This is an optimization exercise on Yosys and OpenROAD, whose aim is small area, a short achievable clock period and few clock cycles, not a production implementation. Only simulation tests tie the RTL to the original design; equivalence was not proved. No activity file was given, so power comes from the tool's default toggle rates.

## flow/config.mk

```make
export PLATFORM = sky130hd
export DESIGN_NAME = tpm_match
export DESIGN_NICKNAME = tpm_match
export VERILOG_FILES = /design/flow/design.v
export SDC_FILE = /design/flow/constraint.sdc
export NUM_CORES = 4
export LEC_CHECK = 0
export CAP_MARGIN = 20
export CORE_MARGIN = 2
export CORE_UTILIZATION = 35
export PLACE_DENSITY = 0.6
export SLEW_MARGIN = 20
```

## flow/constraint.sdc

```tcl
create_clock -name core_clock -period 14.0 [get_ports {clk}]
set_input_delay 2.8000 -clock core_clock [delete_from_list [all_inputs] [get_ports {clk}]]
set_output_delay 2.8000 -clock core_clock [all_outputs]
set_load 0.01 [all_outputs]
```

## flow/design.v

```verilog
module tpm_match (
    input  wire         clk,
    input  wire         rst,
    input  wire         start,
    input  wire         bitsonly,       
    input  wire         lenient,
    input  wire [15:0]  pos_in,
    input  wire [15:0]  trn_len,
    input  wire [15:0]  byte_off_in,
    input  wire [15:0]  dst_len,
    input  wire [31:0]  d_hdr_mark,
    input  wire [31:0]  d_hdr_space,
    input  wire [31:0]  d_bit_mark,
    input  wire [31:0]  d_one_space,
    input  wire [31:0]  d_zero_space,
    input  wire [31:0]  d_ftr_mark,
    input  wire [31:0]  d_ftr_space,
    input  wire [31:0]  d_nbits,
    input  wire [31:0]  d_cfg,
    input  wire [31:0]  d_excess,
    output wire         trn_re,
    output wire [13:0]  trn_addr,
    input  wire [31:0]  trn_rdata,
    input  wire         dst_we,
    input  wire [4:0]   dst_waddr,
    input  wire [7:0]   dst_wdata,
    output wire [255:0] dst,
    output reg          busy,
    output reg          done,
    output reg          err,
    output reg          match,
    output reg          partial,
    output reg  [7:0]   errpos,
    output reg  [15:0]  used,
    output reg  [15:0]  bits,
    output reg  [15:0]  pos_out,
    output reg  [15:0]  byte_off_out
);
    localparam PH_HM = 3'd0;    
    localparam PH_HS = 3'd1;    
    localparam PH_BM = 3'd2;    
    localparam PH_BS = 3'd3;    
    localparam PH_FM = 3'd4;    
    localparam PH_FS = 3'd5;    
    wire start_ok = start && !busy;
    wire       msb  = d_cfg[8];
    wire       fatl = d_cfg[9];
    wire       hdr_en = !bitsonly && (d_hdr_mark != 32'd0);
    wire       fm_en  = !bitsonly && (d_ftr_mark != 32'd0);
    wire       fs_en  = !bitsonly && (d_ftr_space != 32'd0);
    wire       nb_nz  = (d_nbits[8:3] != 6'd0);    
    reg  [3:0] chk_code;
    always @(*) begin
        chk_code = 4'd0;
        if (trn_len > 16'd16384 || dst_len > 16'd32)
            chk_code = 4'd1;
        else if (pos_in > trn_len || byte_off_in > dst_len)
            chk_code = 4'd2;
        else if (d_cfg[15:10] != 6'd0 || d_cfg[31:24] != 8'd0)
            chk_code = 4'd10;
        else if (d_nbits[2:0] != 3'd0)
            chk_code = 4'd3;
        else if (d_nbits != 0 && (d_bit_mark == 0 || d_one_space == 0 || d_zero_space == 0))
            chk_code = 4'd5;
        else if (d_nbits != 0 && d_one_space == d_zero_space)
            chk_code = 4'd6;
        else if ((d_hdr_mark == 0) != (d_hdr_space == 0))
            chk_code = 4'd7;
        else if (d_ftr_space != 0 && d_ftr_mark == 0)
            chk_code = 4'd8;
        else if (bitsonly && d_nbits == 0)
            chk_code = 4'd9;
        else if (d_hdr_mark == 0 && d_nbits == 0 && d_ftr_mark == 0)
            chk_code = 4'd9;
        else if (d_nbits[31:9] != 23'd0 ||
                 d_nbits[8:3] > (dst_len[5:0] - byte_off_in[5:0]))
            chk_code = 4'd4;
    end
    reg         run;           
    reg         iss;           
    reg  [2:0]  iph;           
    reg  [8:0]  ibleft;        
    reg  [13:0] iaddr;
    reg  [15:0] irem;          
    reg  [3:0]  chk_q;
    reg  [3:0]  chk_r;
    wire        i_bits_end = (ibleft == 9'd1);
    reg  [2:0]  iph_nx;
    reg         i_last;
    always @(*) begin
        iph_nx = iph;
        i_last = 1'b0;
        case (iph)
            PH_HM: iph_nx = PH_HS;
            PH_HS: begin
                if (nb_nz)      iph_nx = PH_BM;
                else if (fm_en) iph_nx = PH_FM;
                else if (fs_en) iph_nx = PH_FS;
                else            i_last = 1'b1;
            end
            PH_BM: iph_nx = PH_BS;
            PH_BS: begin
                if (!i_bits_end) iph_nx = PH_BM;
                else if (fm_en)  iph_nx = PH_FM;
                else if (fs_en)  iph_nx = PH_FS;
                else             i_last = 1'b1;
            end
            PH_FM: begin
                if (fs_en) iph_nx = PH_FS;
                else       i_last = 1'b1;
            end
            default: i_last = 1'b1;
        endcase
    end
    wire [2:0] iph_first = hdr_en ? PH_HM : nb_nz ? PH_BM : fm_en ? PH_FM : PH_FS;
    assign trn_re   = iss;
    assign trn_addr = iaddr;
    reg        m_v, m_last, m_z0, m_z1;
    reg [2:0]  m_ph;
    reg        w_v, w_last, w_z0, w_z1;
    reg [2:0]  w_ph;
    reg        f_v, f_last, f_z0, f_z1;
    reg [2:0]  f_ph;
    reg        f_wp, f_wz, f_cl, f_ge;
    reg  [31:0] e1;            
    reg  [7:0]  tol_q;
    reg  [31:0] x_q, z_q;
    reg         one_gt_q;
    reg  [39:0] t_m;           
    reg  [31:0] e_m;
    reg  [32:0] ex_m;          
    reg  [31:0] v_m;           
    reg  [39:0] tz;            
    reg  [32:0] zx_q;          
    reg  [31:0] e_sel;
    always @(*) begin
        case (iph)
            PH_HM:   e_sel = d_hdr_mark;
            PH_HS:   e_sel = d_hdr_space;
            PH_BM:   e_sel = d_bit_mark;
            PH_BS:   e_sel = d_one_space;
            PH_FM:   e_sel = d_ftr_mark;
            default: e_sel = d_ftr_space;
        endcase
    end
    function inwin;
        input [32:0] dn;       
        input [33:0] dp;       
        input [39:0] t;
        reg          npos, ppos;
        reg   [31:0] m;
        reg   [37:0] m25;
        begin
            npos = !dn[32] && (dn[31:0] != 32'd0);
            ppos = !dp[33] && (dp[32:0] != 33'd0);
            m    = npos ? dn[31:0] : dp[31:0];
            m25  = {m, 4'd0} + {1'b0, m, 3'd0} + {6'd0, m};
            inwin = !(npos || ppos) || (m25 <= t[39:2]);
        end
    endfunction
    wire [32:0] dn_p = {1'b0, e_m} - {1'b0, v_m};
    wire [33:0] dp_p = {2'b0, v_m} - {1'b0, ex_m};
    wire [32:0] dn_z = {1'b0, z_q} - {1'b0, v_m};
    wire [33:0] dp_z = {2'b0, v_m} - {1'b0, zx_q};
    wire        w_wp = inwin(dn_p, dp_p, t_m);
    wire        w_wz = inwin(dn_z, dp_z, tz);
    wire [33:0] dsum = {dn_p[32], dn_p} + {dn_z[32], dn_z};
    wire        dsum_le0 = dsum[33] || (dsum == 34'd0);
    wire        dsum_ge0 = !dsum[33];
    wire        w_cl = one_gt_q ? dsum_le0 : dsum_ge0;
    wire        w_ge = dn_p[32] || (dn_p == 33'd0);    
    reg  [255:0] dst_q;
    reg  [255:0] shadow;
    reg  [31:0]  touched;
    reg          lenient_q;
    assign dst = dst_q;
    wire [4:0] bbyte = byte_off_out[4:0] + bits[7:3];
    wire [2:0] bpos  = msb ? ~bits[2:0] : bits[2:0];
    reg fin, fin_match, fin_partial, bit_wr, cons1, cons2;
    always @(*) begin
        fin = 1'b0; fin_match = 1'b0; fin_partial = 1'b0;
        bit_wr = 1'b0; cons1 = 1'b0; cons2 = 1'b0;
        if (f_v) begin
            case (f_ph)
                PH_HM, PH_HS: begin
                    if (f_z0 || !f_wp) fin = 1'b1;
                    else begin
                        cons1 = 1'b1;
                        if (f_last) begin fin = 1'b1; fin_match = 1'b1; end
                    end
                end
                PH_BM: begin
                    if (f_z1 || !f_wp) begin
                        fin = 1'b1;
                        fin_match = lenient_q && (bits[8:0] != 9'd0);
                        fin_partial = 1'b1;
                    end
                end
                PH_BS: begin
                    if (!(f_wp || f_wz)) begin
                        fin = 1'b1;
                        fin_match = lenient_q && (bits[8:0] != 9'd0);
                        fin_partial = 1'b1;
                    end else begin
                        bit_wr = 1'b1;
                        cons2 = 1'b1;
                        if (f_last) begin fin = 1'b1; fin_match = 1'b1; end
                    end
                end
                PH_FM: begin
                    if (f_z0 || !f_wp) begin
                        fin = 1'b1; fin_match = lenient_q; fin_partial = 1'b1;
                    end else begin
                        cons1 = 1'b1;
                        if (f_last) begin fin = 1'b1; fin_match = 1'b1; end
                    end
                end
                default: begin
                    fin = 1'b1;
                    if (f_z0) fin_match = 1'b1;
                    else if (f_wp || (fatl && f_ge)) begin
                        cons1 = 1'b1; fin_match = 1'b1;
                    end else begin
                        fin_match = lenient_q; fin_partial = 1'b1;
                    end
                end
            endcase
        end
    end
    wire bit_val = f_wp && (!f_wz || f_cl);
    wire chk_err = (chk_q != 4'd0);
    wire finish  = run && (chk_err ? f_v : fin);
    reg         st1, st2;      
    reg         cm;            
    reg         cm_match;
    reg  [15:0] pcur;          
    wire [15:0] pcur_nx = pcur + {14'd0, cons2, cons1};
    integer i;
    always @(posedge clk) begin
        tol_q    <= d_cfg[7:0];
        x_q      <= d_excess;
        z_q      <= d_zero_space;
        one_gt_q <= d_one_space > d_zero_space;
        zx_q     <= {1'b0, z_q} + {1'b0, x_q};
        e1       <= start_ok ? d_zero_space : e_sel;
        t_m      <= e1 * tol_q;
        e_m      <= e1;
        ex_m     <= {1'b0, e1} + {1'b0, x_q};
        v_m      <= trn_rdata;
        if (st2) tz <= t_m;
        chk_r    <= chk_code;
        chk_q    <= chk_r;
        m_ph <= iph; m_last <= i_last;
        m_z0 <= (irem == 16'd0); m_z1 <= (irem <= 16'd1);
        w_ph <= m_ph; w_last <= m_last; w_z0 <= m_z0; w_z1 <= m_z1;
        f_ph <= w_ph; f_last <= w_last; f_z0 <= w_z0; f_z1 <= w_z1;
        f_wp <= w_wp; f_wz <= w_wz; f_cl <= w_cl; f_ge <= w_ge;
        m_v  <= iss && !finish;
        w_v  <= m_v && !finish;
        f_v  <= w_v && !finish;
        st1  <= start_ok;
        st2  <= st1;
        if (rst) begin
            run   <= 1'b0;
            iss   <= 1'b0;
            cm    <= 1'b0;
            busy  <= 1'b0;
            done  <= 1'b0;
            m_v   <= 1'b0;
            w_v   <= 1'b0;
            f_v   <= 1'b0;
            dst_q <= 256'd0;
        end else if (start_ok) begin
            run          <= 1'b1;
            iss          <= 1'b1;
            busy         <= 1'b1;
            done         <= 1'b0;
            lenient_q    <= lenient;
            iph          <= iph_first;
            ibleft       <= d_nbits[8:0];
            iaddr        <= pos_in[13:0];
            irem         <= trn_len - pos_in;
            used         <= 16'd0;
            bits         <= 16'd0;
            pcur         <= pos_in;
            pos_out      <= pos_in;
            byte_off_out <= byte_off_in;
            touched      <= 32'd0;
        end else if (run) begin
            if (iss) begin
                iaddr <= iaddr + 14'd1;
                irem  <= irem - 16'd1;
                iph   <= iph_nx;
                if (iph == PH_BS) ibleft <= ibleft - 9'd1;
                if (i_last) iss <= 1'b0;
            end
            used <= used + {14'd0, cons2, cons1};
            pcur <= pcur_nx;
            if (bit_wr && !chk_err) begin
                bits <= bits + 16'd1;
                touched[bbyte] <= 1'b1;
                for (i = 0; i < 8; i = i + 1)
                    if (bits[2:0] == 3'd0 || i == bpos)
                        shadow[{bbyte, i[2:0]}] <= (i == bpos) ? bit_val : 1'b0;
            end
            if (finish) begin
                run  <= 1'b0;
                iss  <= 1'b0;
                cm   <= 1'b1;
                m_v  <= 1'b0;
                w_v  <= 1'b0;
                f_v  <= 1'b0;
                cm_match <= !chk_err && fin_match;
                err      <= chk_err;
                errpos   <= {4'd0, chk_q};
                match    <= !chk_err && fin_match;
                partial  <= !chk_err && fin_match && fin_partial;
                if (chk_err || !fin_match) begin
                    used <= 16'd0;
                    bits <= 16'd0;
                end else begin
                    pos_out <= pcur_nx;
                end
            end
        end else if (cm) begin
            cm   <= 1'b0;
            busy <= 1'b0;
            done <= 1'b1;
            if (cm_match) begin
                byte_off_out <= {10'd0, byte_off_out[5:0] + bits[8:3] + {5'd0, bits[2:0] != 3'd0}};
                for (i = 0; i < 32; i = i + 1)
                    if (touched[i]) dst_q[i*8 +: 8] <= shadow[i*8 +: 8];
            end
        end else if (dst_we) begin
            dst_q[{dst_waddr, 3'd0} +: 8] <= dst_wdata;
        end
    end
endmodule
```

## flow/run.sh

```bash
#!/bin/bash
# synth_recipe.tcl (not shown) runs the flow's synth.tcl, then flattens the netlist and writes it again
# the make line also repeats each setting of config.mk as NAME=value (left out here)
make -C /OpenROAD-flow-scripts/flow DESIGN_CONFIG=/design/flow/config.mk WORK_HOME=/design/flow/orfs CLKGATE_MAP_FILE= SYNTH_SCRIPT=/design/flow/synth_recipe.tcl finish
```

==> results.txt <==
[cell families after synthesis]
family	Yosys count	synth area share
AND/OR/NAND/NOR	2507	0.161
adder cells (fa/ha/maj)	783	0.161
AO/OA/AOI/OAI	2410	0.217
multiplexers	113	0.0192
XOR/XNOR	358	0.0436
buffers and inverters	955	0.0503
other	1	0.0000521
flip-flops	1025	0.349
[cell type report]
type,instances,area (um^2)
antenna,28,70.1
clock buffer,165,3380
clock inverter,65,806
fill,20166,117000
inverter,593,2240
multi-input combinational,6175,43600
sequential,1025,25100
tap,2688,3360
timing repair buffer,866,8460
[flip-flops by register name, indices dropped and copies added, names as in the netlist, 8 cells and up]
signal,flops
ex_m,33
used,16
byte_off_out,16
pos_out,16
ibleft,9
zx_q,33
v_m,32
bits,16
tol_q,8
irem,16
t_m,38
pcur,16
shadow,256
e_m,32
touched,32
tz,38
dst_q,256
iaddr,14
e1,32
x_q,32
z_q,32
[synth_stat cells, types with 15 or more instances]
library cell  number
mux2_2            50
o21ai_0          440
inv_1            592
ha_1             547
a211o_1          181
a2bb2oi_1         70
a31oi_1           55
mux2i_1           48
o21bai_1          42
xnor2_1          217
nor3_1           104
or2_2             23
a221oi_1          16
o31ai_1           34
dfxtp_1          569
buf_1             20
and2_1           150
o21a_1            56
mux4_2            15
or3_1             44
a22oi_1           37
a211oi_1          76
nor2_1           850
o211ai_1          24
a21boi_0          18
nand2_1          736
xor2_1           141
edfxtp_1         456
fa_1             236
a21o_1           177
nor2b_1           82
nand2b_1          66
a22o_1           100
clkbuf_1         328
nand3_1          140
o22ai_1          266
a21oi_1          687
nand4_1           85
and3_1            59
nor4_1           107
[routing by layer]
layer | part of all wire | GRT usage | wire length (um)
met5 | 0.00025 | 0 | 79
met2 | 0.45 | 0.468 | 143000
met1 | 0.41 | 0.377 | 131000
met4 | 0.071 | 0.185 | 22900
met3 | 0.076 | 0.0534 | 24300
[path summary, 6_finish.rpt]
check                                 to  slack [ns]  cells after the start
worst min register to register  chk_q[0]        0.31                      0
worst max register to register      f_wp        2.11                     37
worst min-delay path            chk_q[0]        0.31                      0
worst max-delay path                f_wp        2.11                     37
[layout by cell type (no fill, tap or decap), types with 49 or more instances in the layout]
cell,count
a211o_1,181
nand2_1,735
nor2b_1,82
nor2_1,833
ha_1,547
nand2b_1,65
xor2_1,140
a31oi_1,49
clkbuf_16,122
a22o_1,100
buf_4,91
o21a_1,56
and3_1,59
a21o_1,177
inv_1,589
edfxtp_1,456
o21ai_0,437
a2bb2oi_1,70
mux2_2,50
nand3_1,138
dfxtp_1,565
nor4_1,97
xnor2_1,217
a21oi_1,684
fa_1,236
clkdlybuf4s50_1,769
and2_1,150
nor3_1,99
a211oi_1,76
o22ai_1,264
nand4_1,85
[stage by stage]
stage	worst slack [ns]	cell area (um^2)	utilization
after floorplan	5.10	71900	-
after global placement	2.15	82700	0.404
after detailed placement	2.19	82700	0.404
after CTS	2.09	86900	0.425
after global routing	1.54	87000	0.426
final	2.11	87000	0.426
[power by group]
group | switching, mW | internal, mW
registers | 0.222 | 3.42
logic | 6.72 | 5.12
clock network | 1.46 | 1.90
[worst max-delay path, delay by kind of cell (launching register included)]
family / cells / cell delay (ns)
xor+xnor: 1 / 0.20
mux: 1 / 0.70
simple gates: 13 / 3.87
flops: 1 / 0.62
fa+ha+maj: 4 / 1.39
compound gates: 15 / 4.24
buf+inv: 3 / 0.70
==> qor.csv <==
stage;metric;value;unit
outcome;outcome;complete, no violations;
synthesis;largest cells by area after synthesis;edfxtp_1 (19%), dfxtp_1 (16%), ha_1 (9.5%), fa_1 (6.6%), a21oi_1 (4.8%);
critical_path;Setup CP Type;flop to flop;
detailed_routing;Vias/cell;5.82;
floorplan;core area;204000;um^2
clock_network;CTS H-tree lvls;3;
global_route;largest net degree at the start of global routing;133;
global_route;initial antenna violation count;49;
synthesis;largest area contributor in the netlist;edfxtp_1;
sta;hold slack;0.314;ns
synthesis;post-synthesis cell count;8152;
critical_path;startpoint types;flop;
clock_network;CTS Root Cell;clkbuf_16;
synthesis;Avg Inst Size Synth;8.82;um^2
critical_path;Setup crit end kind;flop;
clock_network;postcts setup bufs;0;
synthesis;number of synthesized flops with an enable pin;456;
sta;crit path time final;11.89;ns
detailed_routing;wirelength, routed;321000;um
clock_network;post-cts gate resize count;0;
clock_network;TritonCTS clock tree;yes;
finish;fraction of layout cells with a size suffix above 1;0.0519;
global_route;GR Util All Layers;0.297;
sta;relative slew slack;0.157;
synthesis;Syn Std Cell Area;71900;um^2
critical_path;CP Max Fanout;28;
job;max cap viols;0;
clock_network;Worst-path clk slew;0.07;ns
floorplan;width of the die;457;um
place;Post-DP HPWL;246000;um
synthesis;Ys Warns;1;
synthesis;Netlist cell types;92;
global_route;vias in the first global route;66137;
detailed_routing;Routed Antenna Nets;0;
finish;area delta synth->final;20.9;%
sta;setup TNS;0;ns
place;Cells after DPL;11344;
detailed_routing;Vias;67497;
floorplan;Initial Utilization;0.352;
power_and_ir_drop;LEAKAGE;34.6;nW
floorplan;Core Rows;166;
clock_network;CTS Buf Count;120;
power_and_ir_drop;Tot Pwr;18.8;mW
synthesis;share of flip-flops with an asynchronous set or reset;0;
detailed_routing;drc violations;0;
floorplan;die height;457;um
sta;Final setup viols;0;
power_and_ir_drop;PwrDens;217;nW/um^2
floorplan;number of I/O pins;783;
critical_path;max incr delay on CP;0.71;ns
place;routability congestion estimate from global placement;0.971;
min_path;hold path startpoint;chk_r[0];
detailed_routing;wire length per cell;27.7;um
sta;RSZ-0062 raised after global routing;false;
min_path;type of the worst min-delay path;flop to flop;
critical_path;RR Startpoint;v_m[1];
sta;Fin. Hold Viols;0;
clock_network;worst skew pair latency;0.87;ns
sta;slew at the pin closest to its max-slew limit;1.25;ns
sta;f_max;0.0841;GHz
synthesis;sequential element share of the synthesized area;0.349;
critical_path;Critical Path Source;v_m[1];
clock_network;TritonCTS Sinks;1025;
clock_network;Post-CTS Hold Buffers;0;
place;port bufs;770;
synthesis;FF+latch count, synth;1025;
sta;period utilisation layout;0.849;
finish;Non-Filler Instances;11605;
finish;nets@finish;9999;
detailed_routing;TritonRoute pass-1 iters;7;
clock_network;clock tree buffer depth;3;
critical_path;Max stage delay cell, worst path;nor4b_1;
global_route;first-pass GRT wire length;460000;um
sta;clock skew;0.114;ns
power_and_ir_drop;Peak supply drop;0.000250;V
synthesis;predominant post-synthesis flop cell;dfxtp_1;
synthesis;Yosys top cell area share;0.190;
floorplan;area of the die;209000;um^2
critical_path;worst path required time;14.65;ns
global_route;grt ovf;0;
critical_path;Worst Path Arrival;12.54;ns
sta;fin. max-slew vios;0;
detailed_routing;Initial DRC Count;7080;
Testbench counts, summed over its fixed seeds: cycles 26,395.

==> re-timing with driven ports <==
How much do the figures lean on ideal ports? The routed layout below was timed once more, with nothing changed but the port constraints.
Step 1 assumes that a clkbuf_16 drives the clock port and a buf_2 every other input.
Step 2, shift: input delay + t, output delay - t, t = (earliest + latest rising clock arrival at the registers) / 2. This alone moves slack from input paths to output paths.
Three values: no drivers, after step 1, after step 2; two values: the first two.
shift t [ns]: 0.902
setup WS [ns]: 2.109 / 2.109 / 2.109
latest minus earliest clock arrival (ns): 0.118 / 0.118
slew at the worst register clock pin (ns): 0.07 / 0.07
cell pins on the clock port's net: 1
After both steps setup and hold are still met in this run. For this run, drivers alone change the setup slack by 0.000 ns; drivers and shift together by 0.000 ns.
